Background: an optimization exercise with open tools, aiming at small area, a short achievable clock period and few clock cycles per item. Do not read the settings as production practice. At most, simulation tests tie the RTL to the original design; equivalence was not proved. Power and IR drop assume default switching activity.

==> run a: inputs <==
Design bfc_bitbuf, start of the top module:
module bfc_bitbuf (
    input  wire        clk,
    input  wire        rst,           
    input  wire        cmd_valid,
    output wire        cmd_ready,
    input  wire [31:0] cmd_hdr,
    input  wire [63:0] cmd_a0,
    output wire        rsp_valid,
    input  wire        rsp_ready,
    output wire [7:0]  rsp_status,
    output wire [63:0] rsp_r0
);
clock: 12.0 ns
lec_check: 0
abc_area: 1
cap_margin: 20
core_margin: 2
core_utilization: 40
slew_margin: 20
run.sh (not shown) runs the stock make flow with config.mk's settings and CLKGATE_MAP_FILE= SYNTH_SCRIPT=/design/flow/synth_recipe.tcl, a recipe that flattens the netlist after the stock synthesis.
==> run b (differences from run a) <==
--- a/flow/design.v
+++ b/flow/design.v
@@ -35,10 +35,11 @@
     assign rsp_valid  = o_valid;
     assign rsp_status = o_st;
     assign rsp_r0     = o_r0;
     wire [7:0] opc    = cmd_hdr[7:0];
     wire [6:0] width  = cmd_hdr[22:16];
+    wire [6:0] wm1    = width - 7'd1;
     wire bufhdr = (cmd_hdr[31:12] == 20'd0) && (opc[7:3] == 5'd0);
     wire codhdr = (cmd_hdr[31:23] == 9'd0) && (cmd_hdr[15:14] == 2'd0) && (opc[7:2] == 6'b000100);
     reg  [63:0] any_t, two_t;
     integer gi, gl;
     always @* begin
@@ -55,10 +56,12 @@
     reg          r_valid;
     reg          r_create, r_destroy, r_bitlen, r_pos, r_isalign, r_align, r_skip;
     reg          r_peek, r_read, r_write;
     reg          r_b, r_inr, r_msby, r_msbi;
     reg  [6:0]   r_w;
+    reg  [6:0]   r_wm1;              
+    reg  [8:0]   r_k0, r_k1;         
     reg          r_wok;
     reg  [63:0]  r_a0;
     reg          r_gp2;              
     reg  [5:0]   r_m9h;              
     reg          r_dsm, r_dneg;      
@@ -78,10 +81,13 @@
             r_b       <= cmd_hdr[8];
             r_inr     <= (cmd_hdr[11:9] == 3'd0);
             r_msby    <= !cmd_hdr[12];
             r_msbi    <= !cmd_hdr[13];
             r_w       <= width;
+            r_wm1     <= width - 7'd1;
+            r_k0      <= 9'd1 << wm1[6:3];
+            r_k1      <= 9'd2 << wm1[6:3];
             r_wok     <= (width != 7'd0) && (!width[6] || width[5:0] == 6'd0);
             r_a0      <= cmd_a0;
             r_gp2     <= any_r && !two_r;
             r_m9h     <= {|cmd_a0[63:6], |cmd_a0[63:5], |cmd_a0[63:4], |cmd_a0[63:3],
                           |cmd_a0[63:2], |cmd_a0[63:1]};
@@ -182,25 +188,22 @@
     wire [5:0] n_lo = r_create ? 6'd0 : r_write ? {1'b0, cur[7:3]} : zlo;
     wire [4:0] n_hi = r_create ? (r_a0[4:0] - 5'd1) :
                       r_write  ? il :
                       r_align  ? cm[7:3] : skip_tm1[7:3];
     wire [2:0] f_o  = cur[2:0];
-    wire [6:0] ow   = {4'd0, f_o} + r_w - 7'd1;       
-    wire [2:0] f_l  = ow[2:0];
+    wire [3:0] ol   = {1'b0, f_o} + {1'b0, r_wm1[2:0]};
+    wire       c3   = ol[3];                          
+    wire [2:0] f_l  = ol[2:0];
     wire [2:0] f_b  = ~f_l;                           
     wire [4:0] i0   = cur[7:3];
-    wire [3:0] kk   = ow[6:3];
+    wire [3:0] kk   = r_wm1[6:3] + {3'd0, c3};
     wire [4:0] il   = i0 + {1'b0, kk};
     wire       fix  = r_msby ^ r_msbi;
     wire [2:0] sh_s = r_msby ? f_b : f_o;
     wire [2:0] sh_d = r_msby ? f_o : f_b;
     wire [7:0] nbm  = r_msby ? ~(8'hFE << f_l) : (8'hFF >> f_o);
-    reg  [8:0] koh;
-    integer kq;
-    always @*
-        for (kq = 0; kq < 9; kq = kq + 1)
-            koh[kq] = (kk == kq);
+    wire [8:0] koh  = c3 ? r_k1 : r_k0;              
     wire [71:0] xsh = {8'd0, r_a0} << sh_s;
     reg  [71:0] rx;
     always @* begin
         rx = xsh;
         if (fix) rx[7:0] = r_a0[7:0] & nbm;
@@ -210,29 +213,71 @@
     always @* begin
         rxf = rx;
         for (k3 = 0; k3 < 9; k3 = k3 + 1)
             if (fix && koh[k3]) rxf[8*k3 +: 8] = rx[8*k3 +: 8] << sh_d;
     end
-    wire [5:0] zl_l   = dz;                          
-    wire [5:0] zl_m   = {2'b0, kk} - dz;             
-    wire       zm_neg = (dz > {2'b0, kk});
+    reg  [8:0] kth;                  
     reg  [8:0] n_zf;
-    integer k4;
-    always @*
-        for (k4 = 0; k4 < 9; k4 = k4 + 1)
-            n_zf[k4] = r_msby ? (!zm_neg && k4 <= zl_m) : (k4 >= zl_l);
-    wire [4:0] rk   = {1'b0, dmi[3:0]} + {1'b0, kk} + 5'd1;        
-    wire       rk9  = (rk >= 5'd9);
-    wire [3:0] wr   = r_msby ? (rk9 ? rk[3:0] - 4'd9 : rk[3:0]) : dmi[3:0];
-    wire [1:0] wq   = r_msby ? (rk9 ? dmi[5:4] : dmi[5:4] - 2'd1) : dmi[5:4];
-    wire [3:0] il9  = rk9 ? rk[3:0] - 4'd10 : rk[3:0] - 4'd1;
-    wire [3:0] rho  = r_msby ? ((il9 == 4'd0) ? 4'd0 : 4'd9 - il9) : dmi[3:0];
+    reg        kacc;
+    integer k4, k4d;
+    always @* begin
+        kacc = 1'b0;
+        for (k4 = 8; k4 >= 0; k4 = k4 - 1) begin
+            kacc = kacc | koh[k4];
+            kth[k4] = kacc;
+        end
+        for (k4 = 0; k4 < 9; k4 = k4 + 1) begin
+            n_zf[k4] = 1'b0;
+            if (r_msby) begin
+                for (k4d = 0; k4d + k4 < 9; k4d = k4d + 1)
+                    if (dz == k4d) n_zf[k4] = n_zf[k4] | kth[k4 + k4d];
+            end else
+                n_zf[k4] = (k4 >= dz);
+        end
+    end
+    wire [1:0] q9 = dmi[5:4];
+    wire [3:0] r9 = dmi[3:0];
+    reg  [8:0] rh, rph;              
+    reg        rcar;                 
+    integer ka, kb;
+    always @* begin
+        for (ka = 0; ka < 9; ka = ka + 1)
+            rh[ka] = (r9 == ka);
+        rph  = 9'd0;
+        rcar = 1'b0;
+        for (ka = 0; ka < 9; ka = ka + 1)
+            for (kb = 0; kb < 9; kb = kb + 1) begin
+                rph[(ka + kb) % 9] = rph[(ka + kb) % 9] | (rh[ka] & koh[kb]);
+                if (ka + kb >= 9) rcar = rcar | (rh[ka] & koh[kb]);
+            end
+    end
     reg  [17:0] n_bsel;              
-    integer k5;
-    always @*
-        for (k5 = 0; k5 < 9; k5 = k5 + 1)
-            n_bsel[2*k5 +: 2] = wq + ((k5 < wr) ? 2'd1 : 2'd0);
+    reg         lt_r, gt_rp;
+    integer k5, k5b;
+    always @* begin
+        for (k5 = 0; k5 < 9; k5 = k5 + 1) begin
+            lt_r  = 1'b0;            
+            gt_rp = 1'b0;            
+            for (k5b = 0; k5b < 9; k5b = k5b + 1) begin
+                if (k5b > k5) lt_r  = lt_r  | rh[k5b];
+                if (k5b < k5) gt_rp = gt_rp | rph[k5b];
+            end
+            if (r_msby)
+                n_bsel[2*k5 +: 2] = (rcar && !gt_rp) ? q9 + 2'd1 :
+                                    (!rcar && gt_rp) ? q9 - 2'd1 : q9;
+            else
+                n_bsel[2*k5 +: 2] = lt_r ? q9 + 2'd1 : q9;
+        end
+    end
+    reg  [3:0] rho;
+    integer k6p;
+    always @* begin
+        rho = 4'd0;
+        for (k6p = 0; k6p < 9; k6p = k6p + 1)
+            if (r_msby ? rph[k6p] : rh[k6p])
+                rho = rho | (r_msby ? ((9 - k6p) % 9) : k6p);
+    end
     reg          p_valid;
     reg  [7:0]   p_st;
     reg  [8:0]   p_r0s;
     reg          p_rd, p_wr, p_se, p_slot, p_msby, p_msbi;
     reg  [2:0]   p_o, p_l;
==> flow/flow/run.sh (new file) <==
#!/bin/bash
# Standard layout (the standard.sh: standard synthesis, floorplan, place, CTS, route),
# with timing repair aiming below the clock period: repair_timing's setup margin is raised
# so that it keeps shortening the critical paths after the 12 ns constraint is met.
set -euo pipefail
export SETUP_SLACK_MARGIN=$(cat flow/margin.txt)
bash standard.sh > flow_standard.log 2>&1
==> flow/flow/margin.txt (new file) <==
7.0
==> flow/standard.sh (new file) <==
#!/bin/bash
# synth_recipe.tcl (not shown) runs the flow's synth.tcl, then flattens the netlist and writes it again
# the make line also repeats each setting of config.mk as NAME=value (left out here)
make -C /OpenROAD-flow-scripts/flow DESIGN_CONFIG=/design/flow/config.mk WORK_HOME=/design/flow/orfs CLKGATE_MAP_FILE= SYNTH_SCRIPT=/design/flow/synth_recipe.tcl "${@:-finish}"
removed: flow/run.sh
==> comparison <==
Against run a, the area after synthesis of run b is higher by about 0.7%. In run a the hold slack is better than in run b, by 0.011 ns. Against run b, the global-route usage of run a is lower by 0.62 points. In run a the clock power is lower than in run b, by about 2%. Between run b and run a, the lower synthesized cell count is in run b (gap about 2.3%, measured against run a). Between run a and run b, the lower register-to-register slack is in run a (gap 1.9 ns). In run a the fmax is lower than in run b, by 28%.
==> figures <==
| metric | run b | run a |
|---|---|---|
| Result of the run | finished clean | finished clean |
| Non-Clock Inverter Count | 672 | 653 |
| Multi-In Gates | 6,196 | 6,405 |
| Slew @ Worst Pin | 1.40 ns | 1.31 ns |
| Fraction of the yosys area taken by sequential cells | 0.469 | 0.465 |
| Clock Power | 0.00364 W | 0.00357 W |
| Routed length per instance | 23.0 um | 22.2 um |
| Area of the multi-input gates | 32,000 um^2 | 31,900 um^2 |
| Pwr dens | 143 nW/um^2 | 201 nW/um^2 |
| Sequential-cell power consumption | 0.00449 W | 0.00481 W |
| Combinational share of power | 0.248 | 0.440 |
| Buffering overhead | 0.0348 | 0.0307 |
| Setup slack at placement | 6.29 ns | 5.39 ns |
| Final non-filler cell area | 75,700 um^2 | 74,600 um^2 |
| Met2 global-route usage | 0.438 | 0.430 |
Testbench counts of run a, summed over its fixed seeds: cycles 3,232, commands 3,200.
For run b, only the layout was checked, not whether the RTL still works.

---

==> inputs of 11-10 <==
bfc_bitbuf, a different RTL version from the one above (not shown whole).
==> flow/config.mk <==
export PLATFORM = sky130hd
export DESIGN_NAME = bfc_bitbuf
export DESIGN_NICKNAME = bfc_bitbuf
export VERILOG_FILES = /design/flow/design.v
export SDC_FILE = /design/flow/constraint.sdc
export NUM_CORES = 4
export LEC_CHECK = 0
export ABC_AREA = 1
export CAP_MARGIN = 20
export CORE_MARGIN = 2
export CORE_UTILIZATION = 40
export SLEW_MARGIN = 20
==> flow/constraint.sdc <==
create_clock -name core_clock -period 12.0 [get_ports {clk}]
set_input_delay 2.4000 -clock core_clock [delete_from_list [all_inputs] [get_ports {clk}]]
set_output_delay 2.4000 -clock core_clock [all_outputs]
set_load 0.01 [all_outputs]
standard.sh (not shown) runs the stock make flow with config.mk's settings and CLKGATE_MAP_FILE= SYNTH_SCRIPT=/design/flow/synth_recipe.tcl, a recipe that flattens the netlist after the stock synthesis.
==> flow/flow/run.sh <==
#!/bin/bash
# Standard layout (the standard.sh: standard synthesis, floorplan, place, CTS, route),
# with timing repair aiming below the clock period: repair_timing's setup margin is raised
# so that it keeps shortening the critical paths after the 12 ns constraint is met.
set -euo pipefail
export SETUP_SLACK_MARGIN=$(cat flow/margin.txt)
bash standard.sh > flow_standard.log 2>&1
==> flow/flow/margin.txt <==
8.0
==> 05-12 (differences from 11-10) <==
--- a/flow/design.v
+++ b/flow/design.v
@@ -115,14 +115,15 @@
     wire [8:0] cur  = b ? cur1 : cur0;
     wire [8:0] rem  = b ? rem1 : rem0;            
     wire [5:0] zlo  = b ? zlo1 : zlo0;            
     function [5:0] dm9;              
         input [4:0] x;
-        reg   [4:0] r;
+        integer v;
         begin
-            r = x - ((x >= 5'd27) ? 5'd27 : (x >= 5'd18) ? 5'd18 : (x >= 5'd9) ? 5'd9 : 5'd0);
-            dm9 = {(x >= 5'd27) ? 2'd3 : (x >= 5'd18) ? 2'd2 : (x >= 5'd9) ? 2'd1 : 2'd0, r[3:0]};
+            dm9 = 6'd0;
+            for (v = 0; v < 32; v = v + 1)
+                if (x == v) dm9 = dm9 | ((v / 9) << 4) | (v % 9);
         end
     endfunction
     wire [5:0] dmi0 = dm9(cur0[7:3]);
     wire [5:0] dmi1 = dm9(cur1[7:3]);
     wire [5:0] dmi  = b ? dmi1 : dmi0;            
@@ -270,17 +271,21 @@
                                     (!rcar && gt_rp) ? q9 - 2'd1 : q9;
             else
                 n_bsel[2*k5 +: 2] = lt_r ? q9 + 2'd1 : q9;
         end
     end
-    reg  [3:0] rho;
+    reg  [3:0] rho, amt;
     integer k6p;
     always @* begin
         rho = 4'd0;
-        for (k6p = 0; k6p < 9; k6p = k6p + 1)
+        amt = 4'd0;
+        for (k6p = 0; k6p < 9; k6p = k6p + 1) begin
             if (r_msby ? rph[k6p] : rh[k6p])
                 rho = rho | (r_msby ? ((9 - k6p) % 9) : k6p);
+            if (r_msby ? rph[k6p] : rh[k6p])
+                amt = amt | ((r_msby || r_write) ? ((9 - k6p) % 9) : k6p);
+        end
     end
     reg          p_valid;
     reg  [7:0]   p_st;
     reg  [8:0]   p_r0s;
     reg          p_rd, p_wr, p_se, p_slot, p_msby, p_msbi;
@@ -298,12 +303,12 @@
     reg  [4:0]   p_hi;
     always @(posedge clk)
         if (adv && r_valid) begin
             p_slot_r <= b;
             p_msby_r <= r_msby;
-            p_amt    <= (wr_ok && !r_msby && rho != 4'd0) ? 4'd9 - rho : rho;
-            p_wr_r   <= wr_ok;
+            p_amt    <= amt;
+            p_wr_r   <= r_write;
         end
     always @(posedge clk) begin
         if (adv) begin
             p_st   <= n_st;
             p_r0s  <= n_r0s;
==> flow/flow/run.sh (replaced) <==
#!/bin/bash
# Standard layout (the standard.sh: standard synthesis, floorplan, place, CTS, route),
# with these changes in how the layout is made:
#  - timing repair aims below the clock period: repair_timing's setup margin is raised so
#    that it keeps shortening the critical paths after the 12 ns constraint is met;
#  - clock tree: larger sink clusters and no dummy loads (fewer clock buffers);
#  - port buffers are plain buffers (buf_2) instead of the delay cells buffer_ports picks;
#  - the resizer may swap a cell for one of another footprint (MATCH_CELL_FOOTPRINT=0).
set -euo pipefail
export SETUP_SLACK_MARGIN=$(cat flow/margin.txt)
export CTS_ARGS="-sink_clustering_enable -repair_clock_nets -dont_use_dummy_load -sink_clustering_size 24 -sink_clustering_max_diameter 80"
export BUFFER_PORTS_ARGS="-buffer_cell sky130_fd_sc_hd__buf_2"
bash standard.sh MATCH_CELL_FOOTPRINT=0 finish > flow_standard.log 2>&1
==> summary.txt <==
Of 05-12 and 11-10, 11-10 has the higher cell count (gap 0.28%, measured against 11-10).
Count of clock-buffer cells in the layout: 11-10 is higher than 05-12 (59).
Against 11-10, the clock power of 05-12 is lower by 40%.
In 11-10 the via count is smaller than in 05-12, by 0.84%.
Testbench counts of 11-10, summed over its fixed seeds: cycles 3,232, commands 3,200.
Testbench counts of 05-12, summed over its fixed seeds: cycles 3,232, commands 3,200.

---

==> run R: inputs <==
bfc_bitbuf, a different RTL version from the one above (not shown whole).
// bfc_bitbuf
module bfc_bitbuf (
    input  wire        clk,
    input  wire        rst,           
    input  wire        cmd_valid,
    output wire        cmd_ready,
    input  wire [31:0] cmd_hdr,
    input  wire [63:0] cmd_a0,
    output wire        rsp_valid,
    input  wire        rsp_ready,
    output wire [7:0]  rsp_status,
    output wire [63:0] rsp_r0
);
clock: 12.0 ns
lec_check: 0
abc_area: 1
cap_margin: 20
core_margin: 2
core_utilization: 40
slew_margin: 20
==> flow/flow/run.sh <==
#!/bin/bash
# Standard layout (the standard.sh: standard synthesis, floorplan, place, CTS, route),
# with these changes in how the layout is made:
#  - timing repair aims below the clock period: repair_timing's setup margin is raised so
#    that it keeps shortening the critical paths after the 12 ns constraint is met;
#  - clock tree: larger sink clusters and no dummy loads (fewer clock buffers);
#  - port buffers are plain buffers (buf_2) instead of the delay cells buffer_ports picks.
set -euo pipefail
export SETUP_SLACK_MARGIN=$(cat flow/margin.txt)
export CTS_ARGS="-sink_clustering_enable -repair_clock_nets -dont_use_dummy_load -sink_clustering_size 28 -sink_clustering_max_diameter 90"
export BUFFER_PORTS_ARGS="-buffer_cell sky130_fd_sc_hd__buf_2"
bash standard.sh > flow_standard.log 2>&1
Scripts as last shown in full above: flow/flow/margin.txt
==> run K: changes against run R <==
--- a/flow/design.v
+++ b/flow/design.v
@@ -57,10 +57,11 @@
     reg          r_create, r_destroy, r_bitlen, r_pos, r_isalign, r_align, r_skip;
     reg          r_peek, r_read, r_write;
     reg          r_b, r_inr, r_msby, r_msbi;
     reg          r_bx;               
     reg  [6:0]   r_wm1;              
+    reg  [8:0]   r_k0, r_k1;         
     reg          r_wok;
     reg  [63:0]  r_a0;
     reg          r_gp2;              
     reg  [5:0]   r_m9h;              
     reg          r_dsm, r_dneg;      
@@ -83,10 +84,12 @@
             r_b       <= cmd_hdr[8];
             r_inr     <= (cmd_hdr[11:9] == 3'd0);
             r_msby    <= !cmd_hdr[12];
             r_msbi    <= !cmd_hdr[13];
             r_wm1     <= width - 7'd1;
+            r_k0      <= 9'd1 << wm1[6:3];
+            r_k1      <= 9'd2 << wm1[6:3];
             r_wok     <= (width != 7'd0) && (!width[6] || width[5:0] == 6'd0);
             r_a0      <= cmd_a0;
             r_gp2     <= any_r && !two_r;
             r_m9h     <= {|cmd_a0[63:6], |cmd_a0[63:5], |cmd_a0[63:4], |cmd_a0[63:3],
                           |cmd_a0[63:2], |cmd_a0[63:1]};
@@ -201,12 +204,11 @@
     wire [4:0] il   = i0 + {1'b0, kk};
     wire       fix  = r_msby ^ r_msbi;
     wire [2:0] sh_s = r_msby ? f_b : f_o;
     wire [2:0] sh_d = r_msby ? f_o : f_b;
     wire [7:0] nbm  = r_msby ? ~(8'hFE << f_l) : (8'hFF >> f_o);
-    wire [8:0] k0oh = 9'd1 << r_wm1[6:3];            
-    wire [8:0] koh  = c3 ? {k0oh[7:0], 1'b0} : k0oh;  
+    wire [8:0] koh  = c3 ? r_k1 : r_k0;              
     wire [71:0] xsh = {8'd0, r_a0} << sh_s;
     reg  [71:0] rx;
     always @* begin
         rx = xsh;
         if (fix) rx[7:0] = r_a0[7:0] & nbm;
@@ -287,11 +289,11 @@
     reg  [7:0]   p_st;
     reg  [8:0]   p_r0s;
     reg          p_rd, p_wr, p_se, p_slot, p_msby, p_msbi;
     reg  [2:0]   p_o, p_l;
     reg  [5:0]   p_wm1;
-    reg  [3:0]   p_k;
+    reg  [8:0]   p_koh;
     reg  [71:0]  p_x;                
     reg  [8:0]   p_zf;
     reg  [17:0]  p_bsel;
     reg  [3:0]   p_rho;
     reg          p_slot_r, p_msby_r;   
@@ -317,11 +319,11 @@
             p_msby <= r_msby;
             p_msbi <= r_msbi;
             p_o    <= f_o;
             p_l    <= f_l;
             p_wm1  <= r_wm1[5:0];
-            p_k    <= kk;
+            p_koh  <= koh;
             p_x    <= rxf;
             p_zf   <= n_zf;
             p_bsel <= n_bsel;
             p_rho  <= rho;
             p_lo   <= n_lo;
@@ -397,11 +399,10 @@
     wire [2:0] p_b = ~p_l;
     wire [7:0] m0  = p_msbi ? (8'hFF >> p_o) : (8'hFF << p_o);    
     wire [7:0] m1  = p_msbi ? (8'hFF << p_b) : (8'hFF >> p_b);    
     wire [7:0] ma  = p_msby ? m1 : m0;                             
     wire [7:0] mb  = p_msby ? m0 : m1;                             
-    wire [8:0] p_koh = 9'd1 << p_k;
     reg  [8:0] f_in;
     reg        inq;
     integer k6;
     always @* begin
         inq = 1'b1;
@@ -446,11 +447,11 @@
     reg  [7:0]   t_st;
     reg  [8:0]   t_r0s;
     reg          t_rd, t_msby, t_msbi;
     reg  [2:0]   t_o, t_l;
     reg  [5:0]   t_wm1;
-    reg  [3:0]   t_k;
+    reg  [8:0]   t_koh;
     reg  [71:0]  t_q;
     always @(posedge clk) begin
         if (adv) begin
             t_st   <= p_st;
             t_r0s  <= p_r0s;
@@ -458,16 +459,15 @@
             t_msby <= p_msby;
             t_msbi <= p_msbi;
             t_o    <= p_o;
             t_l    <= p_l;
             t_wm1  <= p_wm1;
-            t_k    <= p_k;
+            t_koh  <= p_koh;
             t_q    <= q;
         end
     end
     wire       t_fix = t_msby ^ t_msbi;
-    wire [8:0] t_koh = 9'd1 << t_k;
     wire [2:0] t_b   = ~t_l;
     wire [2:0] t_s   = t_msby ? t_b : t_o;
     wire [2:0] t_d   = t_msby ? t_o : t_b;
     wire [7:0] t_nbm = t_msby ? ~(8'hFE << t_l) : (8'hFF >> t_o);
     reg  [71:0] qf;
==> flow/flow/run.sh (replaced) <==
#!/bin/bash
# Standard layout (the standard.sh: standard synthesis, floorplan, place, CTS, route),
# with two changes in how the layout is made:
#  - timing repair aims below the clock period: repair_timing's setup margin is raised so
#    that it keeps shortening the critical paths after the 12 ns constraint is met;
#  - clock tree: larger sink clusters and no dummy loads (fewer clock buffers).
set -euo pipefail
export SETUP_SLACK_MARGIN=$(cat flow/margin.txt)
export CTS_ARGS="-sink_clustering_enable -repair_clock_nets -dont_use_dummy_load -sink_clustering_size 24 -sink_clustering_max_diameter 80"
bash standard.sh > flow_standard.log 2>&1
==> comparison table <==
|  | run R | run K |
|---|---|---|
| Run status | complete, no violations | complete, no violations |
| Power Internal | 5.853 mW | 6.339 mW |
| Post-Syn Instances | 8405 | 8301 |
| Clock latency on the worst-skew pair | 0.74 ns | 0.72 ns |
| Number of enable-type register cells in the synthesized netlist | 1012 | 1031 |
| Area of the die | 168900 um2 | 169500 um2 |
| Share of synthesized area spent on multiplexers | 1.480% | 1.641% |
| Net total in the final layout | 8668 | 8591 |
| Worst endpoint required time | 12.43 ns | 12.37 ns |
| CTS H-tree lvls | 2 | 3 |
| DP Wirelength | 193600 um | 192000 um |
| R2R Setup Slk | 7.98 ns | 7.99 ns |
| Fraction of standard cell area in multi-input logic | 43.41% | 42.28% |
Testbench counts of run R, summed over its fixed seeds: cycles 3,232, commands 3,200.
Testbench counts of run K, summed over its fixed seeds: cycles 3,232, commands 3,200.

==> what the ideal ports hide <==
The flow's constraints put no driver on any port. The routed layouts listed below were extracted and timed again, unchanged, in two steps.
Step 1 sets driving cells, clkbuf_16 on the clock port and buf_2 on the other inputs (assumed; they add their load-dependent delay and slew).
Step 2 adds t to the input delays and takes it off the output delays; t is the mean of the earliest and latest rising clock arrival at the registers after step 1. Input paths then give back, and output paths get back, about the clock's delay inside the block.
a / b / c = ideal ports / drivers / drivers and shift; a / b = the first two.
run	t, ns	slack for setup (ns)	worst setup path after step 2	worst slew at a driven data input, ns
run a	0.833	5.240 / 5.240 / 5.240	register to register	0.06
run b	0.876	7.145 / 7.145 / 7.145	register to register	0.05
11-10	0.841	7.958 / 7.958 / 7.272	input to register	0.06
05-12	0.753	7.956 / 7.956 / 7.473	input to register	0.06
run R	0.773	7.985 / 7.985 / 7.481	input to register	0.04
run K	0.762	7.987 / 7.976 / 7.314	input to register	0.04
After both steps setup and hold are still met in every run listed. For 11-10, which loses most, drivers alone change the setup slack by 0.000 ns; drivers and shift together by -0.686 ns.
